What follows belongs to an exercise in optimizing a design on an open flow for small area; a production flow would make more cautious choices.
The RTL was checked by simulation tests, not by an equivalence proof against the original design.
No activity file was given, so power comes from the tool's default toggle rates.

==> flow/design.v (excerpt) <==
module axi_rd_tracker (
    input  wire        clk,
    input  wire        rst_n,
    input  wire        arvalid,
    output reg         arready,
    input  wire [7:0]  arid,
    input  wire [31:0] araddr,
    input  wire [3:0]  arlen,
    output wire        rvalid,
    input  wire        rready,
    output wire [7:0]  rid,
    output wire [31:0] rdata,
    output wire        rlast,
    output reg         be_req_valid,
    output wire [31:0] be_req_addr,
    output reg  [3:0]  be_req_len,
    input  wire        cpl_valid,
    input  wire [31:0] cpl_addr,
    input  wire [31:0] cpl_data,
    output wire [4:0]  inflight,
    output reg         fault
);
For scale: about 200 I/O pins, roughly 0.11 sq mm of cells after synthesis.
export LEC_CHECK = 0
export CAP_MARGIN = 20
export CORE_MARGIN = 2
export CORE_UTILIZATION = 55
export PLACE_DENSITY = 0.68
export SLEW_MARGIN = 20
create_clock -name core_clock -period 12.0 [get_ports {clk}]
standard.sh (not shown) runs the stock make flow with config.mk's settings and CLKGATE_MAP_FILE= SYNTH_SCRIPT=/design/flow/synth_recipe.tcl, a recipe that flattens the netlist after the stock synthesis.
==> flow/flow/run.sh <==
#!/bin/bash
set -euo pipefail
export BUFFER_PORTS_ARGS="-buffer_cell sky130_fd_sc_hd__buf_1"
export CTS_ARGS="-sink_clustering_enable -repair_clock_nets -sink_clustering_size 15 -sink_clustering_max_diameter 80 -distance_between_buffers 1000 -buf_list sky130_fd_sc_hd__clkbuf_8 -dont_use_dummy_load"
bash standard.sh > make.log 2>&1
Change:
- CORE_UTILIZATION: 55 -> 50
- PLACE_DENSITY: 0.68 -> 0.65
Final cell count rises by 2.0%; setup slack loses 0.21 ns; clock power barely changes.
Change:
==> flow/run.sh (new file) <==
#!/bin/bash
# synth_recipe.tcl (not shown) runs the flow's synth.tcl, then flattens the netlist and writes it again
# the make line also repeats each setting of config.mk as NAME=value (left out here)
make -C /OpenROAD-flow-scripts/flow DESIGN_CONFIG=/design/flow/config.mk WORK_HOME=/design/flow/orfs CLKGATE_MAP_FILE= SYNTH_SCRIPT=/design/flow/synth_recipe.tcl finish
- CORE_UTILIZATION: 50 -> 40
- CTS_BUF_LIST: unset -> sky130_fd_sc_hd__clkbuf_16
- CTS_CLUSTER_DIAMETER: unset -> 100
- CTS_CLUSTER_SIZE: unset -> 25
- PLACE_DENSITY: 0.65 -> 0.6
removed: flow/flow/run.sh
removed: flow/standard.sh
Result: The new run completed without violations. Clock skew went down by 0.11 ns. Fmax went up slightly. Critical path depth went up by 10. Worst hold slack is better by 0.035 ns. Wire length went up by a few percent. Count of clock-buffer cells in the layout went down by 56. Area after synthesis stays the same.
Change:
==> flow/flow/run.sh (new file) <==
#!/bin/bash
set -euo pipefail
export BUFFER_PORTS_ARGS="-buffer_cell sky130_fd_sc_hd__buf_1"
export CTS_ARGS="-sink_clustering_enable -repair_clock_nets -sink_clustering_size 14 -sink_clustering_max_diameter 80 -distance_between_buffers 1000 -buf_list sky130_fd_sc_hd__clkbuf_8 -dont_use_dummy_load"
bash standard.sh > make.log 2>&1
==> flow/standard.sh (new file) <==
#!/bin/bash
# synth_recipe.tcl (not shown) runs the flow's synth.tcl, then flattens the netlist and writes it again
# the make line also repeats each setting of config.mk as NAME=value (left out here)
make -C /OpenROAD-flow-scripts/flow DESIGN_CONFIG=/design/flow/config.mk WORK_HOME=/design/flow/orfs CLKGATE_MAP_FILE= SYNTH_SCRIPT=/design/flow/synth_recipe.tcl "${@:-finish}"
- CTS_BUF_LIST: sky130_fd_sc_hd__clkbuf_16 -> unset
- CTS_CLUSTER_DIAMETER: 100 -> unset
- CTS_CLUSTER_SIZE: 25 -> unset
removed: flow/run.sh
The new run completed without violations. Clock-buffer cell count climbs by 73. Fmax drops by about 1.2%. Design area drops by about 2%. Routed wire length stays flat. Non-clock buffer count climbs by 26. Hold slack improves by 0.018 ns. Worst setup slack gets worse by 0.13 ns.

Setup of run A:
Another version of the RTL of axi_rd_tracker (not shown whole).
For scale: about 10000 cells after synthesis, roughly 2500 flip-flops, roughly 110000 µm² of cells after synthesis.
// axi_rd_tracker
module axi_rd_tracker (
    input  wire        clk,
    input  wire        rst_n,
    input  wire        arvalid,
    output reg         arready,
    input  wire [7:0]  arid,
    input  wire [31:0] araddr,
    input  wire [3:0]  arlen,
    output wire        rvalid,
    input  wire        rready,
    output wire [7:0]  rid,
    output wire [31:0] rdata,
    output wire        rlast,
    output reg         be_req_valid,
    output wire [31:0] be_req_addr,
    output reg  [3:0]  be_req_len,
    input  wire        cpl_valid,
    input  wire [31:0] cpl_addr,
    input  wire [31:0] cpl_data,
    output wire [4:0]  inflight,
    output reg         fault
);
Settings: LEC_CHECK=0, ABC_AREA=1, CAP_MARGIN=20, CORE_MARGIN=2, CORE_UTILIZATION=40, CTS_BUF_LIST=sky130_fd_sc_hd__clkbuf_16, CTS_CLUSTER_DIAMETER=100, CTS_CLUSTER_SIZE=22, PLACE_DENSITY=0.6, SLEW_MARGIN=20; clock period 12.0 ns.
run.sh (not shown) runs the stock make flow with config.mk's settings and CLKGATE_MAP_FILE= SYNTH_SCRIPT=/design/flow/synth_recipe.tcl, a recipe that flattens the netlist after the stock synthesis.
Stock flow here: none of the scripts above is used.
The inputs of run B differ from those of run A as listed below.
- removing CTS_BUF_LIST (formerly sky130_fd_sc_hd__clkbuf_16)
- removing CTS_CLUSTER_SIZE (formerly 22)
- removing CTS_CLUSTER_DIAMETER (formerly 100)
==> flow/flow/run.sh (new file) <==
#!/bin/bash
set -euo pipefail
export BUFFER_PORTS_ARGS="-buffer_cell sky130_fd_sc_hd__buf_1"
export CTS_ARGS="-sink_clustering_enable -repair_clock_nets -sink_clustering_size 25 -sink_clustering_max_diameter 100 -buf_list sky130_fd_sc_hd__clkbuf_16 -dont_use_dummy_load"
export RECOVER_POWER=100
bash standard.sh > make.log 2>&1
==> flow/standard.sh (new file) <==
#!/bin/bash
# synth_recipe.tcl (not shown) runs the flow's synth.tcl, then flattens the netlist and writes it again
# the make line also repeats each setting of config.mk as NAME=value (left out here)
make -C /OpenROAD-flow-scripts/flow DESIGN_CONFIG=/design/flow/config.mk WORK_HOME=/design/flow/orfs CLKGATE_MAP_FILE= SYNTH_SCRIPT=/design/flow/synth_recipe.tcl "${@:-finish}"
removed: flow/run.sh
## What came out
Looking at the reports, run A completed the entire flow and the layout it produced met the timing, DRC and antenna checks.
Run B finished all stages; layout check result: FAIL, due to capacitance limit, slew limit.
Cmp run A and run B / global routing usage on met1 / lower: run A
Looking at top fanout value on the critical path, run B sits 52 higher than run A does.
Total via count in the routed design essentially unchanged between run A and run B.
Met2 routing resource usage after global routing, run A and run B: larger value in run B
Run B vs run A — clock power dropped about 10%.
Diff run A -> run B | cell depth of the worst flop-to-flop path | down by more than a quarter
Diff run B..run A | count of input and output buffers | unchanged
Taking run A as the reference, in run B post-place instance area lower; routed wire length higher.

== east ==
RTL: one of the versions met above, not the one the previous note started from.
For scale: about 200 I/O pins.
clock: 12.0 ns
lec_check: 0
cap_margin: 20
core_margin: 2
core_utilization: 50
place_density: 0.65
slew_margin: 20
standard.sh (not shown) runs the stock make flow with config.mk's settings and CLKGATE_MAP_FILE= SYNTH_SCRIPT=/design/flow/synth_recipe.tcl, a recipe that flattens the netlist after the stock synthesis.
==> flow/flow/run.sh <==
#!/bin/bash
set -euo pipefail
export BUFFER_PORTS_ARGS="-buffer_cell sky130_fd_sc_hd__buf_1"
export CTS_ARGS="-sink_clustering_enable -repair_clock_nets -sink_clustering_size 26 -sink_clustering_max_diameter 100 -buf_list sky130_fd_sc_hd__clkbuf_16 -dont_use_dummy_load"
bash standard.sh > make.log 2>&1
Here is what was changed in the inputs of south compared with east.
- a change of CORE_UTILIZATION from 50 to 40
- a change of PLACE_DENSITY from 0.65 to 0.6
==> flow/flow/run.sh <==
#!/bin/bash
set -euo pipefail
export BUFFER_PORTS_ARGS="-buffer_cell sky130_fd_sc_hd__buf_1"
export CTS_ARGS="-sink_clustering_enable -repair_clock_nets -sink_clustering_size 25 -sink_clustering_max_diameter 100 -buf_list sky130_fd_sc_hd__clkbuf_16 -dont_use_dummy_load"
bash standard.sh > make.log 2>&1
==> comparison <==
Comparing south and east, initial antenna violation count is higher on south.
east -> south: number of clock sinks delta 0, exact match
Lower iteration count of the initial detailed-routing pass among south and east: east
In south, the number of H-tree branching levels came out 1 above the value in east.
[south] detailed-route wire length on metal 1 rose 7.2% relative to east

build 89:
The RTL this note starts from:
==> flow/design.v <==
module axi_rd_tracker (
    input  wire        clk,
    input  wire        rst_n,
    input  wire        arvalid,
    output reg         arready,
    input  wire [7:0]  arid,
    input  wire [31:0] araddr,
    input  wire [3:0]  arlen,
    output wire        rvalid,
    input  wire        rready,
    output wire [7:0]  rid,
    output wire [31:0] rdata,
    output wire        rlast,
    output reg         be_req_valid,
    output wire [31:0] be_req_addr,
    output reg  [3:0]  be_req_len,
    input  wire        cpl_valid,
    input  wire [31:0] cpl_addr,
    input  wire [31:0] cpl_data,
    output wire [4:0]  inflight,
    output reg         fault
);
    localparam NS  = 41;     
    localparam NU  = 16;     
    localparam NI  = 21;     
    reg [31:0]   dbuf  [0:NS-1];
    reg [NS-1:0] s_fill;             
    reg [NS-1:0] s_last;             
    reg [25:0]   u_hi   [0:NU-1];    
    reg [3:0]    u_lo   [0:NU-1];    
    reg [5:0]    u_slot [0:NU-1];    
    reg [15:0]   u_mask [0:NU-1];    
    reg [3:0]    uh, ut;             
    reg [5:0]    tail;               
    reg [5:0]    hs;                 
    reg [5:0]    pf;                 
    reg [5:0]    op;                 
    reg [4:0]    t_count;
    reg [3:0]    pq_count;
    reg          gap_front;          
    reg [7:0]    idf [0:NI-1];
    reg [4:0]    iw, ir;
    reg [1:0]    lq1, lq0, ro;
    reg          pv;
    reg [NU-1:0] psel;
    reg [3:0]    plo;
    reg [31:0]   pdata;
    reg [29:0]   be_addr_q;
    function [5:0] inc_s(input [5:0] p);
        inc_s = (p == NS - 1) ? 6'd0 : p + 6'd1;
    endfunction
    function [4:0] inc_i(input [4:0] p);
        inc_i = (p == NI - 1) ? 5'd0 : p + 5'd1;
    endfunction
    integer u, b, i;
    assign rvalid      = ro[1];
    assign rlast       = ro[1] & ro[0];
    assign rid         = ro[1] ? idf[ir] : 8'd0;
    assign rdata       = ro[1] ? dbuf[op] : (ro[0] ? 32'h55555555 : 32'hAAAAAAAA);
    assign inflight    = t_count;
    assign be_req_addr = {be_addr_q, 2'b00};
    wire ar_hs = arvalid & arready & ~fault;
    reg [5:0] p_base;
    reg [3:0] p_lo0;
    always @(*) begin
        p_base = 6'd0;
        p_lo0  = 4'd0;
        for (u = 0; u < NU; u = u + 1) begin
            p_base = p_base | (psel[u] ? u_slot[u] : 6'd0);
            p_lo0  = p_lo0  | (psel[u] ? u_lo[u]   : 4'd0);
        end
    end
    wire [3:0] p_k    = plo - p_lo0;
    wire [6:0] p_sum  = {1'b0, p_base} + {3'b000, p_k};
    wire [5:0] p_slot = (p_sum >= NS) ? p_sum - NS : p_sum[5:0];
    wire head_ok = s_fill[hs] | (pv & (p_slot == hs));
    wire d_last  = s_last[hs];
    wire pq_room = (pq_count <= 4'd6);
    wire drain   = ~fault & head_ok & pq_room;
    wire [1:0] n_push = drain ? (d_last ? 2'd2 : 2'd1) : 2'd0;
    wire advance = ~fault & ~(ro[1] & ~rready);
    wire pq_any  = (pq_count != 4'd0);
    wire pop     = advance & (pq_any | drain);
    wire f_last  = s_last[pf];
    wire [1:0] next_in = pq_any ? (gap_front ? 2'b01 : {1'b1, f_last}) :
                         drain  ? {1'b1, d_last} : 2'b00;
    wire deliver = advance & ro[1];
    wire [25:0] a_hi  = cpl_addr[31:6];
    wire [25:0] a_hm1 = cpl_addr[31:6] - 26'd1;
    wire [3:0]  a_lo  = cpl_addr[5:2];
    wire        a_ok  = cpl_valid & (cpl_addr[1:0] == 2'b00);
    reg [15:0]   lo_dec;
    reg [NU-1:0] e0, e1, bw, cand;
    always @(*) begin
        for (u = 0; u < 16; u = u + 1)
            lo_dec[u] = (a_lo == u);
        for (u = 0; u < NU; u = u + 1) begin
            e0[u]   = (u_hi[u] == a_hi);
            e1[u]   = (u_hi[u] == a_hm1);
            bw[u]   = (a_lo < u_lo[u]);
            cand[u] = a_ok & u_mask[u][a_lo] & ((e0[u] & ~bw[u]) | (e1[u] & bw[u]));
        end
    end
    reg [NU-1:0] c_hi, sel;
    reg          any_hi, seen;
    always @(*) begin
        for (u = 0; u < NU; u = u + 1)
            c_hi[u] = cand[u] & (u >= uh);
        any_hi = |c_hi;
        seen   = 1'b0;
        for (u = 0; u < NU; u = u + 1) begin
            sel[u] = (any_hi ? c_hi[u] : cand[u]) & ~seen;
            seen   = seen | (any_hi ? c_hi[u] : cand[u]);
        end
    end
    wire found    = |cand;
    wire cpl_fill = ~fault & found;
    wire cpl_bad  = ~fault & cpl_valid & ~found;
    wire [6:0] e_sum  = {1'b0, tail} + {3'b000, arlen};
    wire [5:0] e_slot = (e_sum >= NS) ? e_sum - NS : e_sum[5:0];
    reg [15:0] a_mask;
    reg [3:0]  a_off;
    always @(*)
        for (u = 0; u < 16; u = u + 1) begin
            a_off     = u[3:0] - araddr[5:2];
            a_mask[u] = (a_off <= arlen);
        end
    reg [NU-1:0] u_alloc;
    always @(*)
        for (u = 0; u < NU; u = u + 1)
            u_alloc[u] = ar_hs && (ut == u);
    reg [NU-1:0] m_load;
    reg [15:0]   m_val;
    always @(*) begin
        for (u = 0; u < NU; u = u + 1)
            m_load[u] = u_alloc[u] | ~rst_n;
        m_val = a_mask & {16{rst_n}};
    end
    wire [4:0] count_next = t_count + (ar_hs ? {1'b0, arlen} + 5'd1 : 5'd0) - {4'd0, drain};
    always @(posedge clk) begin
        be_addr_q  <= araddr[31:2];
        be_req_len <= arlen;
        psel       <= sel;
        plo        <= a_lo;
        pdata      <= cpl_data;
    end
    always @(posedge clk)
        for (i = 0; i < NS; i = i + 1)
            if (pv && p_slot == i)
                dbuf[i] <= pdata;
    always @(posedge clk)
        for (i = 0; i < NU; i = i + 1)
            if (u_alloc[i]) begin
                u_hi[i]   <= araddr[31:6];
                u_lo[i]   <= araddr[5:2];
                u_slot[i] <= tail;
            end
    always @(posedge clk)
        if (ar_hs)
            idf[iw] <= arid;
    always @(posedge clk)
        for (i = 0; i < NU; i = i + 1)
            for (b = 0; b < 16; b = b + 1)
                u_mask[i][b] <= (m_load[i] & m_val[b]) |
                                (u_mask[i][b] & ~m_load[i] & ~(cpl_fill & sel[i] & lo_dec[b]));
    always @(posedge clk) begin
        if (!rst_n) begin
            s_fill       <= {NS{1'b0}};
            s_last       <= {NS{1'b0}};
            uh           <= 4'd0;
            ut           <= 4'd0;
            tail         <= 6'd0;
            hs           <= 6'd0;
            pf           <= 6'd0;
            op           <= 6'd0;
            t_count      <= 5'd0;
            pq_count     <= 4'd0;
            gap_front    <= 1'b0;
            iw           <= 5'd0;
            ir           <= 5'd0;
            lq1          <= 2'b00;
            lq0          <= 2'b00;
            ro           <= 2'b00;
            pv           <= 1'b0;
            arready      <= 1'b1;
            be_req_valid <= 1'b0;
            fault        <= 1'b0;
        end else begin
            be_req_valid <= ar_hs;
            pv           <= cpl_fill;
            if (pv)
                s_fill[p_slot] <= 1'b1;
            if (!fault) begin
                if (ar_hs) begin
                    ut             <= ut + 4'd1;
                    iw             <= inc_i(iw);
                    tail           <= inc_s(e_slot);
                    s_last[e_slot] <= 1'b1;
                end
                if (drain) begin
                    hs <= inc_s(hs);
                    if (d_last)
                        uh <= uh + 4'd1;
                end
                t_count <= count_next;
                if (pop) begin
                    if (pq_any) begin
                        if (gap_front)
                            gap_front <= 1'b0;
                        else begin
                            gap_front <= f_last;
                            pf        <= inc_s(pf);
                        end
                    end else begin
                        gap_front <= d_last;
                        pf        <= inc_s(pf);
                    end
                end
                pq_count <= pq_count + {2'b00, n_push} - {3'b000, pop};
                if (advance) begin
                    ro  <= lq0;
                    lq0 <= lq1;
                    lq1 <= next_in;
                end
                if (deliver) begin
                    op         <= inc_s(op);
                    s_fill[op] <= 1'b0;
                    s_last[op] <= 1'b0;
                    if (ro[0])
                        ir <= inc_i(ir);
                end
                arready <= drain ? 1'b0 : (count_next < 5'd16);
                if (cpl_bad)
                    fault <= 1'b1;
            end
        end
    end
endmodule
export LEC_CHECK = 0
export ABC_AREA = 1
export CAP_MARGIN = 20
export CORE_MARGIN = 2
export CORE_UTILIZATION = 40
export PLACE_DENSITY = 0.6
export SLEW_MARGIN = 20
create_clock -name core_clock -period 12.0 [get_ports {clk}]
==> flow/flow/run.sh <==
#!/bin/bash
set -euo pipefail
export BUFFER_PORTS_ARGS="-buffer_cell sky130_fd_sc_hd__buf_1"
export CTS_ARGS="-sink_clustering_enable -repair_clock_nets -sink_clustering_size 25 -sink_clustering_max_diameter 100 -buf_list sky130_fd_sc_hd__clkbuf_16 -dont_use_dummy_load"
bash standard.sh > make.log 2>&1
## Diff of input files: build 65 against build 89
Settings: setting CTS_BUF_LIST to sky130_fd_sc_hd__clkbuf_16 for the first time; setting CTS_CLUSTER_SIZE to 26 for the first time; setting CTS_CLUSTER_DIAMETER to 100 for the first time.
==> flow/run.sh (new file) <==
#!/bin/bash
# synth_recipe.tcl (not shown) runs the flow's synth.tcl, then flattens the netlist and writes it again
# the make line also repeats each setting of config.mk as NAME=value (left out here)
make -C /OpenROAD-flow-scripts/flow DESIGN_CONFIG=/design/flow/config.mk WORK_HOME=/design/flow/orfs CLKGATE_MAP_FILE= SYNTH_SCRIPT=/design/flow/synth_recipe.tcl finish
removed: flow/flow/run.sh
removed: flow/standard.sh
Build 65: data required time at the worst endpoint 0.08 ns above build 89
As far as number of placed instances with taps included is concerned, build 89 and build 65 perform about the same.
Compared with build 89, in build 65 final RePlAce weighted congestion roughly the same, fraction of area in clock buffers and inverters shows an increase of 0.62 points.
Summary of build 65 over build 89: final net count closely matched the old numbers; maximum frequency decreased by 0.0036 GHz relative to the old numbers; fraction of the cycle the final worst path needs increased by 2.4 points relative to the old numbers; wire length reported by the detailed router decreased by about 1.2% relative to the old numbers.
For build 39, these inputs were changed with respect to build 65:
Settings: a change of CTS_CLUSTER_SIZE from 26 to 18; a change of CTS_CLUSTER_DIAMETER from 100 to 80; a change of SLEW_MARGIN from 20 to 10; a change of CAP_MARGIN from 20 to 10.
[summary]
- There was hardly any difference in cell area after placement between build 39 and build 65.
- Build 39 does worse than build 65 on total power.
- Period utilization in build 39 is 0.96 points higher than in build 65
- Changes observed in build 39 relative to build 65: post-route worst setup slack now sits lower, area of all placed cells without fillers now sits higher, area added between synthesis and finish now sits higher, non-clock buffer count now sits lower.
- Compared to build 65, the router laid down more metal wire for build 39.

what the ideal ports hide:
No port has a modelled driver above. Below, the same layouts with a new extraction and two added sets of constraints. Step 1 assumes that a clkbuf_16 drives the clock port and a buf_2 every other input. Step 2 times the ports against the registers' clock, not the clock port: input delays grow and output delays shrink by t, the midpoint of the rising clock arrivals with the driver on. Slacks: ideal / step 1 / step 2; pairs: ideal / step 1.
run	t (ns)	setup slack, ns	hold WS [ns]
the first run of note 1	1.165	0.964 / 0.964 / 0.964	0.433 / 0.433 / 0.433
the second run of note 1	1.138	0.758 / 0.758 / 0.758	0.404 / 0.404 / 0.404
the third run of note 1	0.945	0.896 / 0.896 / 0.896	0.440 / 0.440 / 0.440
the fourth run of note 1	1.222	0.764 / 0.764 / 0.764	0.457 / 0.457 / 0.457
run A	0.950	2.825 / 2.825 / 1.996	0.465 / 0.465 / 0.465
run B	0.951	1.447 / 1.340 / 0.681	0.468 / 0.468 / 0.468
east	0.913	0.876 / 0.876 / 0.876	0.373 / 0.373 / 0.373
south	0.926	0.749 / 0.749 / 0.749	0.432 / 0.432 / 0.432
build 89	0.950	3.101 / 3.101 / 2.472	0.469 / 0.469 / 0.469
build 65	0.967	2.807 / 2.807 / 1.947	0.468 / 0.468 / 0.468
build 39	0.981	2.692 / 2.692 / 1.883	0.464 / 0.464 / 0.464
For build 65, which loses most, drivers alone change the setup slack by 0.000 ns; drivers and shift together by -0.860 ns.
